Source: an optimization exercise on an open RTL-to-GDS flow (aim: small area). Production flows keep margins and buffers that such runs may drop.
In this exercise RTL edits were held to simulation tests only and were not proved equivalent to the original.
No activity file was given, so power comes from the tool's default toggle rates.

[design/flow/config.mk]
export PLATFORM = sky130hd
export DESIGN_NAME = rfal_tsm
export DESIGN_NICKNAME = rfal_tsm
export VERILOG_FILES = /design/flow/design.v
export SDC_FILE = /design/flow/constraint.sdc
export NUM_CORES = 4
export LEC_CHECK = 0
export CAP_MARGIN = 20
export CORE_MARGIN = 2
export CORE_UTILIZATION = 35
export SLEW_MARGIN = 20
[design/flow/constraint.sdc]
create_clock -name core_clock -period 12.0 [get_ports {clk}]
set_input_delay 2.4000 -clock core_clock [delete_from_list [all_inputs] [get_ports {clk}]]
set_output_delay 2.4000 -clock core_clock [all_outputs]
set_load 0.01 [all_outputs]
[design/flow/design.v]
module rfal_tsm (
    input  wire        clk,
    input  wire        rst_n,
    input  wire        host_req,
    input  wire        host_we,
    input  wire [7:0]  host_addr,
    input  wire [31:0] host_wdata,
    output reg         host_ack,
    output reg  [31:0] host_rdata,
    output reg         fe_req,
    output reg  [3:0]  fe_op,
    output reg  [3:0]  fe_sel,
    output reg  [31:0] fe_arg,
    input  wire        fe_ack,
    input  wire [31:0] fe_rdata,
    output reg         mem_req,
    output reg         mem_we,
    output reg  [11:0] mem_addr,
    output reg  [7:0]  mem_wdata,
    input  wire        mem_ack,
    input  wire [7:0]  mem_rdata,
    output reg         pre_txrx,
    output reg         post_txrx
);
    localparam [16:0] BUF_SIZE       = 17'd4096;
    localparam [15:0] FIFO_DEPTH     = 16'd32;
    localparam [15:0] FIFO_TX_REFILL = 16'd16;
    localparam [15:0] FIFO_RX_WL     = 16'd16;
    localparam [31:0] NRT_MAX        = 32'h00FF_FFFF;
    localparam [31:0] TIME_MAX       = 32'd1000000;    
    localparam [31:0] RXE_GUARD_TOUT = 32'd10;
    localparam [15:0] EMD_THRESHOLD  = 16'd4;
    localparam [3:0] FE_GET_IRQ   = 4'd0,  FE_IRQ_EN   = 4'd1,  FE_IRQ_DIS   = 4'd2,
                     FE_FIFO_WR   = 4'd3,  FE_FIFO_RD  = 4'd4,  FE_FIFO_STAT = 4'd5,
                     FE_CMD       = 4'd6,  FE_TMR_START= 4'd7,  FE_TMR_CHECK = 4'd8,
                     FE_TMR_STOP  = 4'd9,  FE_CONFIG   = 4'd10, FE_ANALOG    = 4'd11,
                     FE_SW_ARM    = 4'd12, FE_SW_EXP   = 4'd13, FE_DET_BR    = 4'd14,
                     FE_MEASURE   = 4'd15;
    localparam [31:0] C_SET_DEFAULT = 32'd0, C_CLEAR_FIFO = 32'd1, C_TX_WITH_CRC = 32'd2,
                      C_TX_NO_CRC   = 32'd3, C_UNMASK_RX  = 32'd4, C_FIELD_ON_CA = 32'd5,
                      C_RESET_CA    = 32'd6;
    localparam [3:0]  I_MODE = 4'd0, I_BITRATE = 4'd1, I_FLAGS = 4'd3, I_TX_LENGTH_BITS = 4'd4,
                      I_NRT_EMV_MODE = 4'd5, I_TXRX_ENABLE = 4'd6, I_LISTEN_AP2P = 4'd9,
                      I_WAKEUP_AMP = 4'd10, I_WAKEUP_PHA = 4'd11;
    localparam [3:0]  T_NRT = 4'd0, T_MRT = 4'd1, T_GPT = 4'd2;
    localparam [3:0]  SW_GT = 4'd0, SW_RXE = 4'd1, SW_APFWT = 4'd2;
    localparam integer F_WL = 0, F_RXE = 1, F_RXS = 2, F_TXE = 3, F_COL = 4, F_NRE = 5,
                       F_CRC = 6, F_PAR = 7, F_ERR2 = 8, F_ERR1 = 9, F_EON = 10, F_EOF = 11,
                       F_CAC = 12, F_CAT = 13, F_NFCT = 14, F_WAM = 15, F_WPH = 16, F_WCAP = 17;
    localparam [31:0] TXRX_IRQS = 32'h0000_0FFF;
    localparam [31:0] LM_IRQS   = (32'd1 << F_EON) | (32'd1 << F_EOF) | (32'd1 << F_NFCT) |
                                  (32'd1 << F_RXE) | (32'd1 << F_PAR) | (32'd1 << F_CRC) |
                                  (32'd1 << F_ERR1);
    localparam [31:0] ALL_IRQS  = 32'h0003_FFFF;
    localparam [31:0] CA_IRQS   = (32'd1 << F_CAC) | (32'd1 << F_CAT);
    localparam [31:0] WU_IRQS   = (32'd1 << F_WAM) | (32'd1 << F_WPH) | (32'd1 << F_WCAP);
    localparam [7:0] S_NONE = 8'd0, S_NOMEM = 8'd1, S_BUSY = 8'd2, S_IO = 8'd3,
                     S_TIMEOUT = 8'd4, S_PARAM = 8'd7, S_FRAMING = 8'd9,
                     S_NOTIMPL = 8'd15, S_CRC = 8'd21, S_NOTSUP = 8'd24, S_PARITY = 8'd27,
                     S_COLL = 8'd29, S_WRONGSTATE = 8'd33, S_LINKLOSS = 8'd37,
                     S_INCOMPLETE = 8'd40;
    localparam [2:0] TOP_NOTINIT = 3'd0, TOP_INIT = 3'd1, TOP_MODESET = 3'd2,
                     TOP_TXRX = 3'd3, TOP_LISTEN = 3'd4, TOP_WAKEUP = 3'd5;
    localparam [7:0] ST_IDLE = 8'h00,
                     TX_IDLE = 8'h10, TX_WAIT_GT = 8'h11, TX_WAIT_FDT = 8'h12,
                     TX_TRANSMIT = 8'h13, TX_WAIT_WL = 8'h14, TX_RELOAD_FIFO = 8'h15,
                     TX_WAIT_TXE = 8'h16, TX_DONE = 8'h17, TX_FAIL = 8'h18,
                     RX_IDLE = 8'h20, RX_WAIT_EON = 8'h21, RX_WAIT_RXS = 8'h22,
                     RX_WAIT_RXE = 8'h23, RX_READ_FIFO = 8'h24, RX_ERR_CHECK = 8'h25,
                     RX_READ_DATA = 8'h26, RX_WAIT_EOF = 8'h27, RX_DONE = 8'h28,
                     RX_FAIL = 8'h29;
    localparam [3:0] LM_NOT_INIT = 4'd0, LM_POWER_OFF = 4'd1, LM_IDLE = 4'd2;
    localparam [1:0] WU_NOT_INIT = 2'd0, WU_ENABLED = 2'd1, WU_WOKE = 2'd2;
    localparam [7:0] M_NONE = 8'd0, M_POLL_A = 8'd1, M_POLL_B = 8'd2, M_POLL_F = 8'd3,
                     M_POLL_V = 8'd4, M_POLL_AP2P = 8'd5, M_LISTEN_A = 8'd6,
                     M_LISTEN_B = 8'd7, M_LISTEN_F = 8'd8, M_LISTEN_AP2P = 8'd9;
    localparam [7:0] BR_106 = 8'd0, BR_212 = 8'd1, BR_424 = 8'd2, BR_KEEP = 8'hFF;
    localparam [6:0]
        P_IDLE      = 7'd0,   P_FE        = 7'd1,   P_MEM       = 7'd2,   P_DECODE    = 7'd3,
        P_CP        = 7'd4,   P_CP_TXB    = 7'd5,   P_CP_RXB    = 7'd6,   P_CP_NEXT   = 7'd7,
        P_INI0      = 7'd8,   P_INI1      = 7'd9,   P_INI2      = 7'd10,  P_INI3      = 7'd11,
        P_INI4      = 7'd12,  P_INI5      = 7'd13,  P_INI6      = 7'd14,  P_INI7      = 7'd15,
        P_MOD1      = 7'd16,  P_MOD2      = 7'd17,  P_BR0       = 7'd18,  P_BR1       = 7'd19,
        P_BR2       = 7'd20,  P_BR3       = 7'd21,
        P_FON1      = 7'd22,  P_FON2      = 7'd23,  P_FON3      = 7'd24,  P_FON4      = 7'd25,
        P_FON5      = 7'd26,  P_FON6      = 7'd27,  P_FON7      = 7'd28,  P_FOFF1     = 7'd29,
        P_FOFF2     = 7'd30,
        P_ST1       = 7'd31,  P_ST2       = 7'd32,  P_ST3       = 7'd33,  P_ST4       = 7'd34,
        P_ST5       = 7'd35,
        P_CLN0      = 7'd36,  P_CLN1      = 7'd37,  P_CLN2      = 7'd38,
        P_WK        = 7'd39,
        P_TXGT1     = 7'd40,  P_TXFDT1    = 7'd41,  P_TXT0      = 7'd42,  P_TXT1      = 7'd43,
        P_TXT2      = 7'd44,  P_TXT3      = 7'd45,  P_TXWL1     = 7'd46,  P_TXRL1     = 7'd47,
        P_TXE1      = 7'd48,  P_TXDONE1   = 7'd49,  P_TXFAIL1   = 7'd50,
        P_RXI1      = 7'd51,  P_RXI2      = 7'd52,  P_RXI3      = 7'd53,  P_RXI4      = 7'd54,
        P_EON1      = 7'd55,  P_EON2      = 7'd56,  P_RXS1      = 7'd57,  P_RXS2      = 7'd58,
        P_RXE1      = 7'd59,  P_RXE2      = 7'd60,  P_RFF1      = 7'd61,  P_RFF2      = 7'd62,
        P_EC1       = 7'd63,  P_EC2       = 7'd64,  P_EC3       = 7'd65,  P_EC4       = 7'd66,
        P_EC5       = 7'd67,  P_RD1       = 7'd68,  P_EOF1      = 7'd69,  P_RXDONE1   = 7'd70,
        P_RXFAIL1   = 7'd71,
        P_LS1       = 7'd72,  P_LS2       = 7'd73,  P_LS3       = 7'd74,  P_LSTOP1    = 7'd75,
        P_LSTOP2    = 7'd76,  P_LPO1      = 7'd77,  P_LI1       = 7'd78,  P_LI2       = 7'd79,
        P_LI3       = 7'd80,  P_LF1       = 7'd81,  P_LF2       = 7'd82,  P_LF3       = 7'd83,
        P_LF4       = 7'd84,  P_LF5       = 7'd85,  P_LF6       = 7'd86,
        P_WS1       = 7'd87,  P_WS2       = 7'd88,  P_WS3       = 7'd89,  P_WS4       = 7'd90,
        P_WS5       = 7'd91,  P_WS6       = 7'd92,  P_WS7       = 7'd93,  P_WSTOP1    = 7'd94,
        P_WSTOP2    = 7'd95,  P_WSTOP3    = 7'd96,  P_WU1       = 7'd97,
        P_EC6       = 7'd98,  P_WS8       = 7'd99,  P_WS9       = 7'd100, P_WS10      = 7'd101;
    reg [31:0] arg [0:5];
    reg [7:0]  result;
    reg [31:0] ret0;
    reg [2:0]  top_state;
    reg [7:0]  txrx_state;
    reg [3:0]  lm_state;
    reg [1:0]  wu_state;
    reg [7:0]  status;
    reg        field_on;
    reg        eof_seen;
    reg [31:0] ctx_tx_buf;
    reg [15:0] ctx_tx_len;
    reg [31:0] ctx_rx_buf;
    reg [15:0] ctx_rx_len;
    reg [4:0]  ctx_flags;
    reg [31:0] ctx_fwt;
    reg [15:0] rx_rcvd_len;
    reg [15:0] bytes_total;
    reg [15:0] bytes_written;
    reg [15:0] exp_wl;
    reg        cache_valid;
    reg [7:0]  cache_num;
    reg [2:0]  cache_ib;
    reg        cache_mp;
    reg [31:0] t_gt;
    reg [31:0] t_fdt_listen;
    reg [31:0] t_fdt_poll;
    reg [31:0] nrt_value;
    reg        nrt_disabled;
    reg [31:0] mrt_value;
    reg [7:0]  mode;
    reg [7:0]  tx_br;
    reg [7:0]  rx_br;
    reg        policy;
    reg        sw_gt_armed;
    reg        sw_rxe_armed;
    reg        sw_apfwt_armed;
    reg [31:0] lm_rx_buf;
    reg [15:0] lm_rx_buf_len;
    reg [15:0] lm_rx_len;
    reg [7:0]  lm_bit_rate;
    reg        lm_data_flag;
    reg        wu_amp_en, wu_amp_refauto, wu_amp_avg;
    reg [7:0]  wu_amp_delta, wu_amp_ref;
    reg        wu_pha_en, wu_pha_refauto, wu_pha_avg;
    reg [7:0]  wu_pha_delta, wu_pha_ref;
    reg        wu_cap_en, wu_cap_refauto, wu_cap_avg;
    reg [7:0]  wu_cap_delta, wu_cap_ref;
    reg [6:0]  ph;
    reg [6:0]  ret_ph;        
    reg [6:0]  cln_ret;       
    reg [31:0] cmd;           
    reg [31:0] rdat;          
    reg [7:0]  mdat;          
    reg [31:0] irq;           
    reg        cp_dir;        
    reg [31:0] cp_base;
    reg [15:0] cp_idx;
    reg [15:0] cp_cnt;
    reg [6:0]  cp_ret;
    reg        crc_auto;
    function [15:0] ceil8;
        input [15:0] bits;
        reg [16:0] s;
        begin
            s = {1'b0, bits} + 17'd7;
            ceil8 = {3'b000, s[15:3]} | {2'b00, s[16], 13'd0};
        end
    endfunction
    function in_bounds;
        input [31:0] a;
        input [15:0] len_bits;
        reg [32:0] e;
        begin
            e = {1'b0, a} + {17'd0, ceil8(len_bits)};
            in_bounds = (a != 32'd0) && (e <= {16'd0, BUF_SIZE});
        end
    endfunction
    function [31:0] min32;
        input [31:0] a;
        input [31:0] b;
        begin
            min32 = (a < b) ? a : b;
        end
    endfunction
    function [15:0] min16;
        input [15:0] a;
        input [15:0] b;
        begin
            min16 = (a < b) ? a : b;
        end
    endfunction
    function [15:0] strip;
        input [15:0] l;
        begin
            strip = (l > 16'd2) ? l - 16'd2 : l;
        end
    endfunction
    function legal_br;
        input [7:0] b;
        begin
            legal_br = (b <= 8'd3) || (b == BR_KEEP);
        end
    endfunction
    function [31:0] fwt_adj;
        input [7:0] m;
        input [7:0] br;
        begin
            case (m)
                M_POLL_A: fwt_adj = 32'd64;
                M_POLL_B: fwt_adj = 32'd32;
                M_POLL_F: fwt_adj = (br == BR_212 || br == BR_424) ? 32'd16 : 32'd0;
                default:  fwt_adj = 32'd0;
            endcase
        end
    endfunction
    function [31:0] analog_id;
        input [7:0] m;
        input [7:0] br;
        input [1:0] dir;
        begin
            analog_id = {14'd0, dir, br, m[3:0], 3'd0, is_listen_f(m)};
        end
    endfunction
    function is_active_f;
        input [7:0] m;
        begin
            is_active_f = (m == M_POLL_AP2P) || (m == M_LISTEN_AP2P);
        end
    endfunction
    function is_listen_f;
        input [7:0] m;
        begin
            is_listen_f = (m >= M_LISTEN_A) && (m <= M_LISTEN_AP2P);
        end
    endfunction
    wire        is_active = is_active_f(mode);
    wire [31:0] wu_mask   = (wu_amp_en ? (32'd1 << F_WAM) : 32'd0) |
                            (wu_pha_en ? (32'd1 << F_WPH) : 32'd0);
    wire [15:0] rx_cap    = ceil8(ctx_rx_len);
    wire [7:0]  opcode    = cmd[7:0];
    wire [7:0]  status_rd = (txrx_state != ST_IDLE) ? S_BUSY : status;
    wire [31:0] state_rd  = {10'd0, lm_data_flag, field_on, 2'd0, wu_state, lm_state,
                             1'b0, top_state, txrx_state};
    wire [31:0] a0 = arg[0];
    wire [31:0] a1 = arg[1];
    wire [31:0] a2 = arg[2];
    wire [31:0] a3 = arg[3];
    wire [31:0] a4 = arg[4];
    wire [31:0] a5 = arg[5];
    wire [31:0] e_flags = irq;
    wire nfca_short = (policy == 1'b0) && (mode == M_POLL_A) &&
                      (e_flags[F_PAR] || e_flags[F_CRC]) && (cache_ib != 3'd0) &&
                      (cache_num == 8'd1) && (bytes_total == 16'd0);
    reg  [7:0]  classify;
    always @(*) begin
        if (e_flags[F_ERR1])                       classify = S_FRAMING;
        else if (nfca_short)                       classify = S_INCOMPLETE;  
        else if (e_flags[F_ERR2] && policy)        classify = S_FRAMING;
        else if (e_flags[F_PAR])                   classify = S_PARITY;
        else if (e_flags[F_CRC])                   classify = S_CRC;
        else if (e_flags[F_COL])                   classify = S_COLL;
        else if (cache_ib != 3'd0)                 classify = S_INCOMPLETE;
        else if (cache_mp)                         classify = S_FRAMING;
        else                                       classify = S_NONE;
    end
    wire emd_discard = policy && (classify != S_NONE) &&
                       ((bytes_total + {8'd0, cache_num}) < EMD_THRESHOLD);
    wire [15:0] rd_l    = bytes_total + {8'd0, cache_num};
    wire [15:0] rd_lrep = ctx_flags[1] ? rd_l : strip(rd_l);
    wire [15:0] rd_want = min16(rd_lrep, rx_cap);
    wire [15:0] rd_k    = (rd_want > bytes_written) ? rd_want - bytes_written : 16'd0;
    wire [15:0] rd_bits = (cache_ib != 3'd0 && rd_lrep != 16'd0) ?
                          ({rd_lrep[12:0], 3'b000} - (16'd8 - {13'd0, cache_ib})) :
                          {rd_lrep[12:0], 3'b000};
    task fecall;
        input [3:0]  op;
        input [3:0]  sel;
        input [31:0] a;
        input [6:0]  nxt;
        begin
            fe_req <= 1'b1;
            fe_op  <= op;
            fe_sel <= sel;
            fe_arg <= a;
            ret_ph <= nxt;
            ph     <= P_FE;
        end
    endtask
    task memcall;
        input        we;
        input [31:0] a;
        input [7:0]  d;
        input [6:0]  nxt;
        begin
            mem_req   <= 1'b1;
            mem_we    <= we;
            mem_addr  <= a[11:0];
            mem_wdata <= d;
            ret_ph    <= nxt;
            ph        <= P_MEM;
        end
    endtask
    task finish;
        input [7:0] code;
        begin
            result   <= code;
            host_ack <= 1'b1;
            ph       <= P_IDLE;
        end
    endtask
    task copy;
        input        dir;
        input [31:0] base;
        input [15:0] start;
        input [15:0] count;
        input [6:0]  nxt;
        begin
            cp_dir  <= dir;
            cp_base <= base;
            cp_idx  <= start;
            cp_cnt  <= count;
            cp_ret  <= nxt;
            ph      <= P_CP;
        end
    endtask
    task cleanup;
        input [6:0] nxt;
        begin
            cln_ret <= nxt;
            ph      <= P_CLN0;
        end
    endtask
    task rx_fail;
        input [7:0] code;
        begin
            status      <= code;
            rx_rcvd_len <= {bytes_written[12:0], 3'b000};
            txrx_state  <= RX_FAIL;
            ph          <= P_WK;
        end
    endtask
    always @(posedge clk) begin
        if (!rst_n) begin
            host_ack       <= 1'b0;
            host_rdata     <= 32'd0;
            fe_req         <= 1'b0;
            fe_op          <= 4'd0;
            fe_sel         <= 4'd0;
            fe_arg         <= 32'd0;
            mem_req        <= 1'b0;
            mem_we         <= 1'b0;
            mem_addr       <= 12'd0;
            mem_wdata      <= 8'd0;
            pre_txrx       <= 1'b0;
            post_txrx      <= 1'b0;
            ph             <= P_IDLE;
            result         <= S_NONE;
            ret0           <= 32'd0;
            top_state      <= TOP_NOTINIT;
            txrx_state     <= ST_IDLE;
            lm_state       <= LM_NOT_INIT;
            wu_state       <= WU_NOT_INIT;
            status         <= S_NONE;
            field_on       <= 1'b0;
            eof_seen       <= 1'b0;
            cache_valid    <= 1'b0;
            bytes_total    <= 16'd0;
            bytes_written  <= 16'd0;
            exp_wl         <= 16'd0;
            t_gt           <= 32'd0;
            t_fdt_listen   <= 32'd0;
            t_fdt_poll     <= 32'd0;
            nrt_disabled   <= 1'b1;
            nrt_value      <= 32'd0;
            mrt_value      <= 32'd0;
            mode           <= M_NONE;
            tx_br          <= BR_106;
            rx_br          <= BR_106;
            policy         <= 1'b0;
            sw_gt_armed    <= 1'b0;
            sw_rxe_armed   <= 1'b0;
            sw_apfwt_armed <= 1'b0;
            lm_data_flag   <= 1'b0;
            lm_rx_len      <= 16'd0;
            lm_bit_rate    <= BR_KEEP;
            wu_amp_en      <= 1'b0;
            wu_pha_en      <= 1'b0;
            wu_cap_en      <= 1'b0;
            rx_rcvd_len    <= 16'd0;
        end else begin
            host_ack  <= 1'b0;
            pre_txrx  <= 1'b0;
            post_txrx <= 1'b0;
            case (ph)
            P_IDLE: begin
                if (host_req && !host_ack) begin
                    if (!host_we) begin
                        host_ack <= 1'b1;
                        if (host_addr[1:0] != 2'b00) host_rdata <= 32'd0;
                        else case (host_addr[7:2])
                            6'h01: host_rdata <= {24'd0, result};
                            6'h02: host_rdata <= arg[0];
                            6'h03: host_rdata <= arg[1];
                            6'h04: host_rdata <= arg[2];
                            6'h05: host_rdata <= arg[3];
                            6'h06: host_rdata <= arg[4];
                            6'h07: host_rdata <= arg[5];
                            6'h08: host_rdata <= {24'd0, status_rd};
                            6'h09: host_rdata <= state_rd;
                            6'h0A: host_rdata <= {16'd0, rx_rcvd_len};
                            6'h0B: host_rdata <= {16'd0, lm_rx_len};
                            6'h0C: host_rdata <= {24'd0, lm_bit_rate};
                            6'h0D: host_rdata <= ret0;
                            default: host_rdata <= 32'd0;    
                        endcase
                    end else if (host_addr == 8'h00) begin
                        cmd <= host_wdata;
                        ph  <= P_DECODE;
                    end else begin
                        host_ack <= 1'b1;
                        if (host_addr[1:0] == 2'b00 && host_addr[7:2] >= 6'h02 &&
                            host_addr[7:2] <= 6'h07)
                            arg[host_addr[4:2] - 3'd2] <= host_wdata;
                    end
                end
            end
            P_FE: begin
                if (fe_ack) begin
                    fe_req <= 1'b0;
                    rdat   <= fe_rdata;
                    ph     <= ret_ph;
                end
            end
            P_MEM: begin
                if (mem_ack) begin
                    mem_req <= 1'b0;
                    mdat    <= mem_rdata;
                    ph      <= ret_ph;
                end
            end
            P_CP: begin
                if (cp_cnt == 16'd0)
                    ph <= cp_ret;
                else if (!cp_dir)
                    memcall(1'b0, cp_base + {16'd0, cp_idx}, 8'd0, P_CP_TXB);
                else
                    fecall(FE_FIFO_RD, 4'd0, 32'd0, P_CP_RXB);
            end
            P_CP_TXB: fecall(FE_FIFO_WR, 4'd0, {24'd0, mdat}, P_CP_NEXT);
            P_CP_RXB: memcall(1'b1, cp_base + {16'd0, cp_idx}, rdat[7:0], P_CP_NEXT);
            P_CP_NEXT: begin
                cp_idx <= cp_idx + 16'd1;
                cp_cnt <= cp_cnt - 16'd1;
                ph     <= P_CP;
            end
            P_CLN0: fecall(FE_CONFIG, I_FLAGS, 32'd0, P_CLN1);
            P_CLN1: fecall(FE_IRQ_DIS, 4'd0, TXRX_IRQS, P_CLN2);
            P_CLN2: begin
                sw_rxe_armed   <= 1'b0;
                sw_apfwt_armed <= 1'b0;
                post_txrx      <= 1'b1;
                ph             <= cln_ret;
            end
            P_DECODE: begin
                if (cmd[31:8] != 24'd0) finish(S_PARAM);
                else case (opcode)
                    8'h01: begin                                    
                        if (txrx_state != ST_IDLE) cleanup(P_INI0);
                        else ph <= P_INI0;
                    end
                    8'h02: begin                                    
                        if (a0[31:24] != 8'd0 || a0[7:0] > M_LISTEN_AP2P ||
                            !legal_br(a0[15:8]) || !legal_br(a0[23:16]))
                            finish(S_PARAM);
                        else if (top_state < TOP_INIT)                finish(S_WRONGSTATE);
                        else if (a0[7:0] == M_NONE)                   finish(S_PARAM);
                        else if (a0[7:0] >= M_LISTEN_A && a0[7:0] <= M_LISTEN_F)
                            finish(S_NOTSUP);
                        else if (a0[7:0] == M_POLL_V)                 finish(S_NOTSUP);
                        else if (txrx_state != ST_IDLE)               finish(S_WRONGSTATE);
                        else begin
                            mode <= a0[7:0];
                            fecall(FE_CONFIG, I_MODE, {24'd0, a0[7:0]}, P_MOD1);
                        end
                    end
                    8'h03: begin                                    
                        if (a0[31:16] != 16'd0 || !legal_br(a0[7:0]) || !legal_br(a0[15:8]))
                            finish(S_PARAM);
                        else if (top_state < TOP_MODESET)             finish(S_WRONGSTATE);
                        else if (txrx_state != ST_IDLE)               finish(S_WRONGSTATE);
                        else begin
                            cmd <= {16'd0, a0[15:8], a0[7:0]};
                            ph  <= P_BR0;
                        end
                    end
                    8'h04: begin t_fdt_poll   <= min32(a0, TIME_MAX); finish(S_NONE); end
                    8'h05: begin t_fdt_listen <= min32(a0, TIME_MAX); finish(S_NONE); end
                    8'h06: begin t_gt         <= min32(a0, TIME_MAX); finish(S_NONE); end
                    8'h07: begin                                    
                        if (a0[31:1] != 31'd0) finish(S_PARAM);
                        else begin
                            policy <= a0[0];
                            fecall(FE_CONFIG, I_NRT_EMV_MODE, {31'd0, a0[0]}, P_BR3);
                        end
                    end
                    8'h08: begin                                    
                        if (top_state < TOP_MODESET) finish(S_WRONGSTATE);
                        else if (!field_on) fecall(FE_GET_IRQ, 4'd0, CA_IRQS, P_FON1);
                        else ph <= P_FON6;
                    end
                    8'h09: begin                                    
                        if (txrx_state != ST_IDLE) cleanup(P_FOFF1);
                        else ph <= P_FOFF2;
                    end
                    8'h0A: begin                                    
                        if (a1[31:16] != 16'd0 || a3[31:16] != 16'd0 || a4[31:5] != 27'd0)
                            finish(S_PARAM);
                        else if (top_state < TOP_MODESET)             finish(S_WRONGSTATE);
                        else if (txrx_state != ST_IDLE)               finish(S_WRONGSTATE);
                        else if (!((a0 != 32'd0) && (a1[15:0] != 16'd0)) && (a2 == 32'd0))
                            finish(S_PARAM);
                        else if (a0 != 32'd0 && !in_bounds(a0, a1[15:0]))
                            finish(S_PARAM);
                        else if (a2 != 32'd0 && !in_bounds(a2, a3[15:0]))
                            finish(S_PARAM);
                        else if (!((a0 != 32'd0) && (a1[15:0] != 16'd0)) &&
                                 !is_listen_f(mode) && !field_on)
                            finish(S_WRONGSTATE);
                        else begin
                            ctx_tx_buf  <= ((a0 != 32'd0) && (a1[15:0] != 16'd0)) ? a0 : 32'd0;
                            ctx_tx_len  <= a1[15:0];
                            ctx_rx_buf  <= a2;
                            ctx_rx_len  <= a3[15:0];
                            ctx_flags   <= a4[4:0];
                            ctx_fwt     <= a5;
                            status      <= S_BUSY;
                            top_state   <= TOP_TXRX;
                            bytes_total   <= 16'd0;
                            bytes_written <= 16'd0;
                            exp_wl        <= 16'd0;
                            cache_valid   <= 1'b0;
                            eof_seen      <= 1'b0;
                            rx_rcvd_len   <= 16'd0;
                            sw_rxe_armed   <= 1'b0;
                            sw_apfwt_armed <= 1'b0;
                            if (a5 == 32'hFFFF_FFFF) nrt_disabled <= 1'b1;
                            else begin
                                nrt_disabled <= 1'b0;
                                nrt_value    <= min32(a5, NRT_MAX - fwt_adj(mode, rx_br)) +
                                                fwt_adj(mode, rx_br);
                            end
                            if (t_fdt_listen != 32'd0) mrt_value <= t_fdt_listen;
                            fecall(FE_GET_IRQ, 4'd0, TXRX_IRQS, P_ST1);
                        end
                    end
                    8'h0B: ph <= P_WK;                              
                    8'h0C: begin                                    
                        ret0 <= {16'd0, rx_rcvd_len};
                        finish(status_rd);
                    end
                    8'h0D, 8'h0E: finish(S_NOTIMPL);                
                    8'h10: begin                                    
                        if (a0[31:4] != 28'd0 || a3[31:16] != 16'd0)  finish(S_PARAM);
                        else if (top_state < TOP_INIT)                finish(S_WRONGSTATE);
                        else if (txrx_state != ST_IDLE || top_state == TOP_WAKEUP)
                            finish(S_WRONGSTATE);
                        else if (a0[3:0] == 4'd0)                     finish(S_PARAM);
                        else if (a0[2:0] != 3'd0)                     finish(S_NOTSUP);
                        else if (a2 == 32'd0 || !in_bounds(a2, a3[15:0]))
                            finish(S_PARAM);
                        else begin
                            lm_rx_buf     <= a2;
                            lm_rx_buf_len <= a3[15:0];
                            lm_rx_len     <= 16'd0;
                            lm_bit_rate   <= BR_KEEP;
                            lm_data_flag  <= 1'b0;
                            fecall(FE_GET_IRQ, 4'd0, LM_IRQS, P_LS1);
                        end
                    end
                    8'h11: begin                                    
                        if (top_state == TOP_LISTEN)
                            fecall(FE_CONFIG, I_LISTEN_AP2P, 32'd0, P_LSTOP1);
                        else ph <= P_LSTOP2;
                    end
                    8'h12: begin                                    
                        if (a0[7:3] != 5'd0 || a0[31:24] != 8'd0 ||
                            a1[7:3] != 5'd0 || a1[31:24] != 8'd0 ||
                            a2[7:3] != 5'd0 || a2[31:24] != 8'd0)     finish(S_PARAM);
                        else if (top_state < TOP_INIT)                finish(S_WRONGSTATE);
                        else if (txrx_state != ST_IDLE || top_state == TOP_LISTEN)
                            finish(S_WRONGSTATE);
                        else if (a2[0] && (a0[0] || a1[0]))           finish(S_PARAM);
                        else if (a2[0])                               finish(S_NOTIMPL);
                        else if (!a0[0] && !a1[0])                    finish(S_PARAM);
                        else begin
                            wu_amp_en <= a0[0]; wu_amp_refauto <= a0[1]; wu_amp_avg <= a0[2];
                            wu_amp_delta <= a0[15:8]; wu_amp_ref <= a0[23:16];
                            wu_pha_en <= a1[0]; wu_pha_refauto <= a1[1]; wu_pha_avg <= a1[2];
                            wu_pha_delta <= a1[15:8]; wu_pha_ref <= a1[23:16];
                            wu_cap_en <= a2[0]; wu_cap_refauto <= a2[1]; wu_cap_avg <= a2[2];
                            wu_cap_delta <= a2[15:8]; wu_cap_ref <= a2[23:16];
                            ph <= P_WS1;
                        end
                    end
                    8'h13: begin                                    
                        if (top_state == TOP_WAKEUP)
                            fecall(FE_CONFIG, I_WAKEUP_AMP, 32'd0, P_WSTOP1);
                        else ph <= P_WSTOP3;
                    end
                    default: finish(S_PARAM);
                endcase
            end
            P_INI0: begin
                top_state      <= TOP_INIT;
                txrx_state     <= ST_IDLE;
                lm_state       <= LM_NOT_INIT;
                wu_state       <= WU_NOT_INIT;
                status         <= S_NONE;
                field_on       <= 1'b0;
                eof_seen       <= 1'b0;
                cache_valid    <= 1'b0;
                bytes_total    <= 16'd0;
                bytes_written  <= 16'd0;
                exp_wl         <= 16'd0;
                t_gt           <= 32'd0;
                t_fdt_listen   <= 32'd0;
                t_fdt_poll     <= 32'd0;
                nrt_disabled   <= 1'b1;
                nrt_value      <= 32'd0;
                mrt_value      <= 32'd0;
                mode           <= M_NONE;
                tx_br          <= BR_106;
                rx_br          <= BR_106;
                policy         <= 1'b0;
                sw_gt_armed    <= 1'b0;
                sw_rxe_armed   <= 1'b0;
                sw_apfwt_armed <= 1'b0;
                lm_data_flag   <= 1'b0;
                lm_rx_len      <= 16'd0;
                lm_bit_rate    <= BR_KEEP;
                wu_amp_en      <= 1'b0;
                wu_pha_en      <= 1'b0;
                wu_cap_en      <= 1'b0;
                rx_rcvd_len    <= 16'd0;
                ret0           <= 32'd0;
                fecall(FE_CMD, 4'd0, C_SET_DEFAULT, P_INI1);
            end
            P_INI1: fecall(FE_IRQ_DIS, 4'd0, ALL_IRQS, P_INI2);
            P_INI2: fecall(FE_GET_IRQ, 4'd0, ALL_IRQS, P_INI3);
            P_INI3: fecall(FE_TMR_STOP, T_NRT, 32'd0, P_INI4);
            P_INI4: fecall(FE_TMR_STOP, T_MRT, 32'd0, P_INI5);
            P_INI5: fecall(FE_TMR_STOP, T_GPT, 32'd0, P_INI6);
            P_INI6: finish(S_NONE);
            P_MOD1: fecall(FE_ANALOG, 4'd0, analog_id(mode, 8'hFE, 2'd0), P_MOD2);
            P_MOD2: begin
                top_state <= TOP_MODESET;
                cmd       <= {16'd0, a0[23:16], a0[15:8]};
                ph        <= P_BR0;
            end
            P_BR0: begin
                if (cmd[7:0]  != BR_KEEP) tx_br <= cmd[7:0];
                if (cmd[15:8] != BR_KEEP) rx_br <= cmd[15:8];
                fecall(FE_CONFIG, I_BITRATE,
                       {16'd0, (cmd[15:8] != BR_KEEP) ? cmd[15:8] : rx_br,
                               (cmd[7:0]  != BR_KEEP) ? cmd[7:0]  : tx_br}, P_BR1);
            end
            P_BR1: fecall(FE_ANALOG, 4'd0, analog_id(mode, tx_br, 2'd1), P_BR2);
            P_BR2: fecall(FE_ANALOG, 4'd0, analog_id(mode, rx_br, 2'd2), P_BR3);
            P_BR3: finish(S_NONE);
            P_FON1: fecall(FE_IRQ_EN, 4'd0, CA_IRQS, P_FON2);
            P_FON2: fecall(FE_CMD, 4'd0, C_FIELD_ON_CA, P_FON3);
            P_FON3: fecall(FE_GET_IRQ, 4'd0, CA_IRQS, P_FON4);
            P_FON4: begin
                if ((rdat & CA_IRQS) == 32'd0) ph <= P_FON3;           
                else begin
                    irq <= rdat & CA_IRQS;
                    fecall(FE_IRQ_DIS, 4'd0, CA_IRQS, P_FON5);
                end
            end
            P_FON5: begin
                if (irq[F_CAC]) finish(S_COLL);
                else begin
                    field_on <= 1'b1;
                    fecall(FE_CONFIG, I_TXRX_ENABLE, 32'd1, P_FON6);
                end
            end
            P_FON6: begin
                if (t_gt != 32'd0) begin
                    sw_gt_armed <= 1'b1;
                    fecall(FE_SW_ARM, SW_GT, t_gt, P_FON7);
                end else finish(S_NONE);
            end
            P_FON7: finish(S_NONE);
            P_FOFF1: begin
                status     <= S_IO;
                txrx_state <= ST_IDLE;
                ph         <= P_FOFF2;
            end
            P_FOFF2: begin
                field_on    <= 1'b0;
                sw_gt_armed <= 1'b0;
                fecall(FE_CONFIG, I_TXRX_ENABLE, 32'd0, P_FON7);
            end
            P_ST1: fecall(FE_IRQ_EN, 4'd0, TXRX_IRQS, P_ST2);
            P_ST2: fecall(FE_CONFIG, I_FLAGS, {27'd0, ctx_flags}, P_ST3);
            P_ST3: begin
                if (nrt_disabled) fecall(FE_TMR_STOP, T_NRT, 32'd0, P_ST4);
                else              fecall(FE_TMR_START, T_NRT, nrt_value, P_ST4);
            end
            P_ST4: begin
                if (t_fdt_listen != 32'd0) fecall(FE_TMR_START, T_MRT, mrt_value, P_ST5);
                else                       fecall(FE_TMR_STOP, T_MRT, 32'd0, P_ST5);
            end
            P_ST5: begin
                txrx_state <= (ctx_tx_buf != 32'd0) ? TX_IDLE : RX_IDLE;
                finish(S_NONE);
            end
            P_WK: begin
                case (top_state)
                    TOP_TXRX: begin
                        case (txrx_state)
                            TX_IDLE: begin
                                txrx_state <= TX_WAIT_GT;
                            end
                            TX_WAIT_GT: begin
                                if (sw_gt_armed) fecall(FE_SW_EXP, SW_GT, 32'd0, P_TXGT1);
                                else txrx_state <= TX_WAIT_FDT;
                            end
                            TX_WAIT_FDT: begin
                                if (!is_active && t_fdt_poll != 32'd0)
                                    fecall(FE_TMR_CHECK, T_GPT, 32'd0, P_TXFDT1);
                                else txrx_state <= TX_TRANSMIT;
                            end
                            TX_TRANSMIT: begin
                                pre_txrx <= 1'b1;
                                fecall(FE_CMD, 4'd0, C_CLEAR_FIFO, P_TXT0);
                            end
                            TX_WAIT_WL:  fecall(FE_GET_IRQ, 4'd0, 32'h9, P_TXWL1);
                            TX_RELOAD_FIFO: begin
                                copy(1'b0, ctx_tx_buf, bytes_written,
                                     min16(bytes_total - bytes_written, exp_wl), P_TXRL1);
                            end
                            TX_WAIT_TXE: fecall(FE_GET_IRQ, 4'd0, 32'h9, P_TXE1);
                            TX_DONE: begin
                                if (ctx_rx_buf == 32'd0) cleanup(P_TXDONE1);
                                else begin
                                    txrx_state <= RX_IDLE;
                                    finish(S_NONE);
                                end
                            end
                            TX_FAIL: cleanup(P_TXFAIL1);
                            RX_IDLE: begin
                                if (ctx_tx_buf == 32'd0) pre_txrx <= 1'b1;
                                bytes_total   <= 16'd0;
                                bytes_written <= 16'd0;
                                exp_wl        <= FIFO_RX_WL;
                                cache_valid   <= 1'b0;
                                eof_seen      <= 1'b0;
                                if (ctx_tx_buf == 32'd0)
                                    fecall(FE_CMD, 4'd0, C_CLEAR_FIFO, P_RXI1);
                                else ph <= P_RXI2;
                            end
                            RX_WAIT_EON:
                                fecall(FE_GET_IRQ, 4'd0, (32'd1 << F_EON) | (32'd1 << F_NRE),
                                       P_EON1);
                            RX_WAIT_RXS:
                                fecall(FE_GET_IRQ, 4'd0, (32'd1 << F_RXS) | (32'd1 << F_NRE) |
                                       (is_active ? (32'd1 << F_EOF) : 32'd0), P_RXS1);
                            RX_WAIT_RXE:
                                fecall(FE_GET_IRQ, 4'd0, (32'd1 << F_RXE) | (32'd1 << F_WL) |
                                       (is_active ? (32'd1 << F_EOF) : 32'd0), P_RXE1);
                            RX_READ_FIFO: begin
                                cache_valid <= 1'b0;
                                fecall(FE_FIFO_STAT, 4'd0, 32'd0, P_RFF1);
                            end
                            RX_ERR_CHECK: begin
                                cache_valid <= 1'b0;
                                fecall(FE_GET_IRQ, 4'd0, 32'h0000_03D0, P_EC1);
                            end
                            RX_READ_DATA: begin
                                bytes_total <= rd_l;
                                rx_rcvd_len <= rd_bits;
                                if (rd_lrep > rx_cap && status == S_BUSY) status <= S_NOMEM;
                                copy(1'b1, ctx_rx_buf, bytes_written, rd_k, P_RD1);
                            end
                            RX_WAIT_EOF: begin
                                if (eof_seen) txrx_state <= RX_DONE;
                                else fecall(FE_GET_IRQ, 4'd0, 32'd1 << F_EOF, P_EOF1);
                            end
                            RX_DONE: cleanup(P_RXDONE1);
                            RX_FAIL: cleanup(P_RXFAIL1);
                            default: finish(S_NONE);
                        endcase
                    end
                    TOP_LISTEN: begin
                        if (lm_state == LM_POWER_OFF)
                            fecall(FE_GET_IRQ, 4'd0, 32'd1 << F_EON, P_LPO1);
                        else if (lm_state == LM_IDLE && !lm_data_flag)
                            fecall(FE_GET_IRQ, 4'd0, LM_IRQS & ~(32'd1 << F_EON), P_LI1);
                        else finish(S_NONE);
                    end
                    TOP_WAKEUP: begin
                        if (wu_state == WU_ENABLED)
                            fecall(FE_GET_IRQ, 4'd0, wu_mask, P_WU1);
                        else finish(S_NONE);
                    end
                    default: finish(S_NONE);
                endcase
            end
            P_TXGT1: begin
                if (!rdat[0]) finish(S_NONE);
                else begin
                    sw_gt_armed <= 1'b0;
                    txrx_state  <= TX_WAIT_FDT;
                    ph          <= P_WK;
                end
            end
            P_TXFDT1: begin
                if (rdat[1:0] == 2'd2) finish(S_NONE);              
                else begin
                    txrx_state <= TX_TRANSMIT;
                    ph         <= P_WK;
                end
            end
            P_TXT0: begin
                bytes_total <= ceil8(ctx_tx_len);
                crc_auto    <= ~ctx_flags[0];
                fecall(FE_CONFIG, I_TX_LENGTH_BITS, {16'd0, ctx_tx_len}, P_TXT1);
            end
            P_TXT1: begin
                exp_wl <= FIFO_TX_REFILL;
                copy(1'b0, ctx_tx_buf, 16'd0, min16(bytes_total, FIFO_DEPTH), P_TXT2);
            end
            P_TXT2: begin
                bytes_written <= cp_idx;
                fecall(FE_CMD, 4'd0, crc_auto ? C_TX_WITH_CRC : C_TX_NO_CRC, P_TXT3);
            end
            P_TXT3: begin
                txrx_state <= (bytes_written < bytes_total) ? TX_WAIT_WL : TX_WAIT_TXE;
                finish(S_NONE);
            end
            P_TXWL1: begin
                if ((rdat & 32'h9) == 32'd0) finish(S_NONE);
                else if (rdat[F_WL] && !rdat[F_TXE]) begin
                    txrx_state <= TX_RELOAD_FIFO;
                    ph         <= P_WK;
                end else begin
                    status     <= S_IO;
                    txrx_state <= TX_FAIL;
                    ph         <= P_WK;
                end
            end
            P_TXRL1: begin
                bytes_written <= cp_idx;
                txrx_state    <= (cp_idx < bytes_total) ? TX_WAIT_WL : TX_WAIT_TXE;
                finish(S_NONE);
            end
            P_TXE1: begin
                if (rdat[F_TXE]) begin
                    txrx_state <= TX_DONE;
                    ph         <= P_WK;
                end else finish(S_NONE);
            end
            P_TXDONE1: begin
                status     <= S_NONE;
                txrx_state <= ST_IDLE;
                finish(S_NONE);
            end
            P_TXFAIL1: begin
                txrx_state <= ST_IDLE;
                finish(S_NONE);
            end
            P_RXI1: fecall(FE_CMD, 4'd0, C_UNMASK_RX, P_RXI2);
            P_RXI2: begin
                if (!is_active && t_fdt_poll != 32'd0)
                    fecall(FE_TMR_START, T_GPT, t_fdt_poll, P_RXI3);
                else ph <= P_RXI3;
            end
            P_RXI3: begin
                if (is_active && !nrt_disabled) begin
                    sw_apfwt_armed <= 1'b1;
                    fecall(FE_SW_ARM, SW_APFWT, nrt_value, P_RXI4);
                end else ph <= P_RXI4;
            end
            P_RXI4: begin
                txrx_state <= is_active ? RX_WAIT_EON : RX_WAIT_RXS;
                finish(S_NONE);
            end
            P_EON1: begin
                if (rdat[F_EON]) begin
                    txrx_state <= RX_WAIT_RXS;
                    finish(S_NONE);
                end else if (rdat[F_NRE]) rx_fail(S_TIMEOUT);
                else if (sw_apfwt_armed) fecall(FE_SW_EXP, SW_APFWT, 32'd0, P_EON2);
                else finish(S_NONE);
            end
            P_EON2: begin
                if (rdat[0]) rx_fail(S_TIMEOUT);
                else finish(S_NONE);
            end
            P_RXS1: begin
                irq <= rdat & ((32'd1 << F_RXS) | (32'd1 << F_NRE) |
                               (is_active ? (32'd1 << F_EOF) : 32'd0));
                ph  <= P_RXS2;
            end
            P_RXS2: begin
                if (irq == 32'd0) finish(S_NONE);
                else if (irq[F_RXS]) begin
                    eof_seen     <= irq[F_EOF];
                    sw_rxe_armed <= 1'b1;
                    txrx_state   <= RX_WAIT_RXE;
                    fecall(FE_SW_ARM, SW_RXE, RXE_GUARD_TOUT, P_WK);
                end else if (irq[F_EOF]) rx_fail(S_LINKLOSS);
                else rx_fail(S_TIMEOUT);
            end
            P_RXE1: begin
                irq <= rdat & ((32'd1 << F_RXE) | (32'd1 << F_WL) |
                               (is_active ? (32'd1 << F_EOF) : 32'd0));
                if (is_active && rdat[F_EOF]) eof_seen <= 1'b1;
                ph  <= P_RXE2;
            end
            P_RXE2: begin
                if (irq[F_RXE]) begin
                    sw_rxe_armed <= 1'b0;
                    txrx_state   <= RX_ERR_CHECK;
                    ph           <= P_WK;
                end else if (eof_seen) rx_fail(S_LINKLOSS);
                else if (irq[F_WL]) begin
                    txrx_state <= RX_READ_FIFO;
                    ph         <= P_WK;
                end else if (sw_rxe_armed) fecall(FE_SW_EXP, SW_RXE, 32'd0, P_EC6);
                else finish(S_NONE);
            end
            P_EC6: begin                                          
                if (rdat[0]) rx_fail(S_FRAMING);
                else finish(S_NONE);
            end
            P_RFF1: begin
                cache_valid <= 1'b1;
                cache_num   <= rdat[7:0];
                cache_ib    <= rdat[10:8];
                cache_mp    <= rdat[11];
                bytes_total <= bytes_total + {8'd0, rdat[7:0]};
                copy(1'b1, ctx_rx_buf, bytes_written,
                     min16({8'd0, rdat[7:0]}, rx_cap - bytes_written), P_RFF2);
            end
            P_RFF2: begin
                bytes_written <= cp_idx;
                if (bytes_total > rx_cap) begin
                    status      <= S_NOMEM;
                    rx_rcvd_len <= {cp_idx[12:0], 3'b000};
                    txrx_state  <= RX_FAIL;
                    ph          <= P_WK;
                end else begin
                    txrx_state <= RX_WAIT_RXE;
                    finish(S_NONE);
                end
            end
            P_EC1: begin
                irq <= rdat & 32'h0000_03D0;
                fecall(FE_FIFO_STAT, 4'd0, 32'd0, P_EC2);
            end
            P_EC2: begin
                cache_valid <= 1'b1;
                cache_num   <= rdat[7:0];
                cache_ib    <= rdat[10:8];
                cache_mp    <= rdat[11];
                ph          <= P_EC3;
            end
            P_EC3: begin
                if (nfca_short) begin
                    copy(1'b1, ctx_rx_buf, 16'd0, (rx_cap != 16'd0) ? 16'd1 : 16'd0, P_EC4);
                end else if (classify != S_NONE && emd_discard) begin
                    fecall(FE_CMD, 4'd0, C_CLEAR_FIFO, P_EC5);
                end else begin
                    if (classify != S_NONE) status <= classify;
                    txrx_state <= RX_READ_DATA;
                    ph         <= P_WK;
                end
            end
            P_EC4: begin
                bytes_total   <= 16'd1;
                bytes_written <= cp_idx;
                rx_rcvd_len   <= {13'd0, cache_ib};
                status        <= S_INCOMPLETE;
                txrx_state    <= RX_FAIL;
                ph            <= P_WK;
            end
            P_EC5: begin
                bytes_total   <= 16'd0;
                bytes_written <= 16'd0;
                cache_valid   <= 1'b0;
                sw_rxe_armed  <= 1'b0;
                txrx_state    <= RX_WAIT_RXS;
                fecall(FE_CMD, 4'd0, C_UNMASK_RX, P_BR3);
            end
            P_RD1: begin
                bytes_written <= cp_idx;
                txrx_state <= (status != S_BUSY) ? RX_FAIL :
                              (is_active ? RX_WAIT_EOF : RX_DONE);
                ph <= P_WK;
            end
            P_EOF1: begin
                if (rdat[F_EOF]) begin
                    txrx_state <= RX_DONE;
                    ph         <= P_WK;
                end else finish(S_NONE);
            end
            P_RXDONE1: begin
                status     <= S_NONE;
                txrx_state <= ST_IDLE;
                finish(S_NONE);
            end
            P_RXFAIL1: begin
                txrx_state <= ST_IDLE;
                finish(S_NONE);
            end
            P_LS1: fecall(FE_IRQ_EN, 4'd0, LM_IRQS, P_LS2);
            P_LS2: fecall(FE_CONFIG, I_LISTEN_AP2P, 32'd1, P_LS3);
            P_LS3: begin
                lm_state  <= LM_POWER_OFF;
                top_state <= TOP_LISTEN;
                finish(S_NONE);
            end
            P_LSTOP1: begin
                top_state <= TOP_INIT;
                fecall(FE_IRQ_DIS, 4'd0, LM_IRQS, P_LSTOP2);
            end
            P_LSTOP2: begin
                lm_state     <= LM_NOT_INIT;
                lm_data_flag <= 1'b0;
                lm_rx_len    <= 16'd0;
                lm_bit_rate  <= BR_KEEP;
                finish(S_NONE);
            end
            P_LPO1: begin
                if (rdat[F_EON]) lm_state <= LM_IDLE;
                finish(S_NONE);
            end
            P_LI1: begin
                irq <= rdat & LM_IRQS & ~(32'd1 << F_EON);
                if (rdat[F_NFCT]) fecall(FE_DET_BR, 4'd0, 32'd0, P_LI2);
                else ph <= P_LI3;
            end
            P_LI2: begin
                lm_bit_rate <= rdat[7:0];
                ph          <= P_LI3;
            end
            P_LI3: begin
                if (irq[F_RXE]) begin
                    if (irq[F_PAR] || irq[F_CRC] || irq[F_ERR1])
                        fecall(FE_CMD, 4'd0, C_CLEAR_FIFO, P_LF1);
                    else begin
                        cache_valid <= 1'b0;
                        fecall(FE_FIFO_STAT, 4'd0, 32'd0, P_LF3);
                    end
                end else begin
                    if (irq[F_EOF]) lm_state <= LM_POWER_OFF;
                    finish(S_NONE);
                end
            end
            P_LF1: fecall(FE_CMD, 4'd0, C_RESET_CA, P_LF2);
            P_LF2: fecall(FE_CMD, 4'd0, C_UNMASK_RX, P_BR3);
            P_LF3: begin
                cache_valid <= 1'b1;
                cache_num   <= rdat[7:0];
                cache_ib    <= rdat[10:8];
                cache_mp    <= rdat[11];
                copy(1'b1, lm_rx_buf, 16'd0,
                     min16(strip({8'd0, rdat[7:0]}), ceil8(lm_rx_buf_len)), P_LF4);
            end
            P_LF4: begin
                lm_rx_len <= {cp_idx[12:0], 3'b000};
                fecall(FE_CMD, 4'd0, C_CLEAR_FIFO, P_LF5);
            end
            P_LF5: begin
                lm_data_flag <= 1'b1;
                finish(S_NONE);
            end
            P_WS1: begin
                if (wu_amp_en && wu_amp_refauto) fecall(FE_MEASURE, 4'd0, 32'd0, P_WS2);
                else ph <= P_WS3;
            end
            P_WS2: begin
                wu_amp_ref <= rdat[7:0];
                ph         <= P_WS3;
            end
            P_WS3: begin
                if (wu_pha_en && wu_pha_refauto) fecall(FE_MEASURE, 4'd1, 32'd0, P_WS4);
                else ph <= P_WS5;
            end
            P_WS4: begin
                wu_pha_ref <= rdat[7:0];
                ph         <= P_WS5;
            end
            P_WS5: begin
                field_on <= 1'b0;
                fecall(FE_CONFIG, I_TXRX_ENABLE, 32'd0, P_WS6);
            end
            P_WS6: fecall(FE_CONFIG, I_WAKEUP_AMP,
                          {8'd0, wu_amp_ref, wu_amp_delta, 5'd0, wu_amp_avg, wu_amp_refauto,
                           wu_amp_en}, P_WS7);
            P_WS7: fecall(FE_CONFIG, I_WAKEUP_PHA,
                          {8'd0, wu_pha_ref, wu_pha_delta, 5'd0, wu_pha_avg, wu_pha_refauto,
                           wu_pha_en}, P_WS8);
            P_WS8: fecall(FE_GET_IRQ, 4'd0, wu_mask, P_WS9);
            P_WS9: fecall(FE_IRQ_EN, 4'd0, wu_mask, P_WS10);
            P_WS10: begin
                wu_state  <= WU_ENABLED;
                top_state <= TOP_WAKEUP;
                finish(S_NONE);
            end
            P_WSTOP1: fecall(FE_CONFIG, I_WAKEUP_PHA, 32'd0, P_WSTOP2);
            P_WSTOP2: begin
                top_state <= TOP_INIT;
                fecall(FE_IRQ_DIS, 4'd0, WU_IRQS, P_WSTOP3);
            end
            P_WSTOP3: begin
                wu_state  <= WU_NOT_INIT;
                wu_amp_en <= 1'b0;
                wu_pha_en <= 1'b0;
                wu_cap_en <= 1'b0;
                finish(S_NONE);
            end
            P_WU1: begin
                if ((rdat & wu_mask) != 32'd0) wu_state <= WU_WOKE;
                finish(S_NONE);
            end
            default: ph <= P_IDLE;
            endcase
        end
    end
endmodule
[design/flow/run.sh]
#!/bin/bash
# synth_recipe.tcl (not shown) runs the flow's synth.tcl, then flattens the netlist and writes it again
# the make line also repeats each setting of config.mk as NAME=value (left out here)
make -C /OpenROAD-flow-scripts/flow DESIGN_CONFIG=/design/flow/config.mk WORK_HOME=/design/flow/orfs CLKGATE_MAP_FILE= SYNTH_SCRIPT=/design/flow/synth_recipe.tcl finish
==> flow_summary.yaml <==
outcome:
  outcome: "finished clean"
critical_path:
  worstSetupPathType: "reg2reg"
  rrSetupSlack_ns: 3.04
  crit_slowest_cell: "dfxtp_1"
  critPathRequiredTime_ns: 12.62
  worst-path-buf-inv: 4
  crit_path_max_fanout: 28
  endpoint_kind: "register"
  start_kind: "register"
  cpMostUsedCell: "a21oi_1"
  cp_data_arrival_time_ns: 9.57
  crit_family: "compound AO/OA/AOI/OAI gates"
  slowest_delay_ns: 0.63
synth:
  avgSynthCellArea_um2: 9.09
  synth.top_cell.area_share: 0.285
  synth_cell_types: 128
  ys_top_cells_by_area: "edfxtp_1 29%, dfxtp_1 16%, nor2_1 4.7%, a21oi_1 4.5%, ha_1 4.1%"
  synth-edff-count: 505
  ys_seq_area_frac: 0.440
  synth_seq_cells: 917
  netlist_area_um2: 53200
  netlist_instances: 5848
  synth_top_area_cell: "edfxtp_1"
  synthArstFlopShare: 0
  synth-main-ff-cell: "edfxtp_1"
  yosysWarnings: 1
sta:
  fin_ws_ns: 3.04
  fmax_mhz: 112
  hold_viol: 0
  skew_ns: 0.0660
  relSlewSlack: 0.127
  period_share: 0.746
  setup_viol: 0
  rsz0062_at_grt: "no"
  tightestPinTransition_ns: 1.30
  maxSlewViolCount: 0
  post-route-min-period_ns: 8.96
  fin_setup_tns_ns: 0
place:
  gp_congestion: 1.05
  dp_hpwl_mm: 187
  io_buffer_count: 168
  post-place-ws_ns: 3.18
die:
  initial_core_util: 0.351
  ioPinCount: 184
  dieWidth_um: 394
  dieArea_um2: 155000
  core-area_um2: 151000
  num_rows: 143
  die_h_um: 394
clock_tree:
  post_cts_buffers: 0
  cts_made_buffers: 102
  cts_resized: 0
  cts_max_path_buffers: 3
  clkTransAtPathRegs_ns: 0.06
  clock-sinks: 917
  h-tree-depth: 3
  holdBufCountCts: 0
  clk_latency_ns: 0.77
  cts-root-buf: "clkbuf_16"
  cts_tree: "yes"
power:
  peakVddDrop_mv: 0.110
  p_sw_frac: 0.292
  pwr-share-comb: 0.142
  p_leak_nw: 21.4
  p_seq_frac: 0.446
  clkPwrFrac: 0.411
  p_per_area_nw_per_um2: 128
  p_switching_mw: 2.26
  p_int_mw: 5.48
cells_and_area:
  drive_gt1_frac: 0.0778
  final_cell_mix: "654 x nor2_1, 557 x nand2_1, 505 x edfxtp_1, 476 x a21oi_1, 412 x dfxtp_1"
  area_growth_pct: 14.0
  layout_commonest_cell: "nor2_1"
  utilization: 0.400
  fin_nets: 6198
global_route:
  grt_max_degree: 77
  antenna_found_initial: 15
  grt_pass1_wl_mm: 350
  grt_pass1_vias: 47281
  grt_usage: 0.308
  grt-ovfl-total: 0
flow_run:
  cap_viol_max_count: 0
routing:
  finalWirelength_mm: 250
  drc: 0
  initialDrtViolationCount: 7251
  num_vias: 51173
  vias_per_cell: 6.35
  wire_per_inst_um: 31.0
  drt-pass1-iter-count: 9
  ant_nets: 0
worst_hold_path:
  hold_path_class: "reg2reg"
## power by group through the flow
stage               clock network (mW)  logic (mW)  registers [mW]
floorplan                            0       0.691            3.47
global route                      3.34        1.16            3.46
CTS                               3.22        1.06            3.45
global placement                     0        1.06            3.52
detailed placement                   0        1.06            3.52
finish                            3.19        1.10            3.46
## through the flow
step | power, mW | hold slack (ns) | cell area [µm²] | cells
after floorplan | 4.16 | 0.417 | 53200 | 5849
after global placement | 4.58 | 0.437 | 57200 | 7851
after detailed placement | 4.58 | 0.440 | 57200 | 7852
after CTS | 7.73 | 0.444 | 60600 | 8044
after global routing | 7.96 | 0.457 | 60600 | 8045
final | 7.75 | 0.437 | 60600 | 8055
## cells by family after synthesis
| group | count (synthesis) | share of synthesized area |
|---|---|---|
| other | 1 | 0.0000706 |
| and+or+nand+nor | 2264 | 0.206 |
| xor gates and xnor gates | 190 | 0.0321 |
| DFF | 917 | 0.440 |
| AOI/OAI and AO/OA | 1647 | 0.210 |
| muxes | 132 | 0.0281 |
| adders and majority gates | 186 | 0.0450 |
| buffers and inverters | 511 | 0.0386 |
## registers in the layout, indices dropped and copies added (netlist names), 17 cells and up
| register | flops |
|---|---|
| cmd | 32 |
| t_fdt_listen | 32 |
| host_rdata | 32 |
| nrt_value | 32 |
| arg | 192 |
| t_fdt_poll | 32 |
| mrt_value | 32 |
| rdat | 17 |
| t_gt | 32 |
| ctx_tx_buf | 32 |
| fe_arg | 32 |
| ctx_rx_buf | 32 |
## Yosys cell counts, types with 17 or more instances
| cell type | instances |
|---|---|
| nor2_1 | 672 |
| xor2_1 | 73 |
| nand3b_1 | 19 |
| nand3_1 | 197 |
| a21boi_0 | 18 |
| a31oi_1 | 47 |
| and2_1 | 61 |
| a222oi_1 | 58 |
| or3_1 | 31 |
| o31ai_1 | 26 |
| o21ai_1 | 18 |
| o21a_1 | 27 |
| inv_1 | 170 |
| nor2b_1 | 48 |
| o211ai_1 | 45 |
| nor3_1 | 169 |
| a211o_1 | 17 |
| nor4_1 | 131 |
| edfxtp_1 | 505 |
| xnor2_1 | 113 |
| and4_1 | 17 |
| o22ai_1 | 49 |
| a22oi_1 | 143 |
| a211oi_1 | 50 |
| o2111ai_1 | 18 |
| nand2_1 | 558 |
| buf_1 | 27 |
| a21oi_1 | 476 |
| a221oi_1 | 47 |
| nand2b_1 | 53 |
| dfxtp_1 | 412 |
| or2_2 | 21 |
| ha_1 | 176 |
| or4_1 | 29 |
| a2111oi_0 | 21 |
| mux2i_1 | 104 |
| o21ai_0 | 283 |
| clkbuf_1 | 275 |
| a22o_1 | 23 |
| nand4_1 | 87 |
| and3_1 | 112 |
| a21o_1 | 55 |
## path summary, 6_finish.rpt
kind / to / cells past startpoint / from
worst max register to register: cp_cnt[15] / 35 / bytes_total[1]
worst min register to register: ctx_flags[2] / 0 / arg[4][2]
worst max-delay path: cp_cnt[15] / 35 / bytes_total[1]
worst min-delay path: ctx_flags[2] / 0 / arg[4][2]
## cell type report
class / instances / area, µm²
Tap cell: 2030 / 2540
Clock buffer: 141 / 2800
Multi-Input combinational cell: 4421 / 27900
Sequential cell: 917 / 23400
Fill cell: 15170 / 90800
Clock inverter: 51 / 543
Inverter: 176 / 668
Antenna cell: 10 / 25.0
Timing Repair Buffer: 309 / 2730
## layer usage
layer / GRT usage / wire length (µm)
met5: 0 / 93
met4: 0.186 / 17500
met3: 0.0813 / 28600
met2: 0.457 / 106000
met1: 0.402 / 97400

==> what the ideal ports hide <==
No port has a modelled driver above. Below, the same layout with a new extraction and two added sets of constraints.
Step 1: set_driving_cell puts a clkbuf_16 on clk and a buf_2 on each other input, an assumption about the parent block.
Step 2 adds t to the input delays and takes it off the output delays; t is the mean of the earliest and latest rising clock arrival at the registers after step 1. Input paths then give back, and output paths get back, about the clock's delay inside the block.
Slacks: ideal ports / drivers / drivers and shift; pairs: ideal ports / drivers.
shift t [ns]: 0.826
setup WS [ns]: 3.044 / 3.044 / 3.044
worst setup path at the end: register to register
latest minus earliest clock arrival (ns): 0.071 / 0.070
pins driven straight from the clock port: 1
After both steps this run still meets setup and hold. The setup slack of this run moves by 0.000 ns with the drivers and by 0.000 ns with both steps.
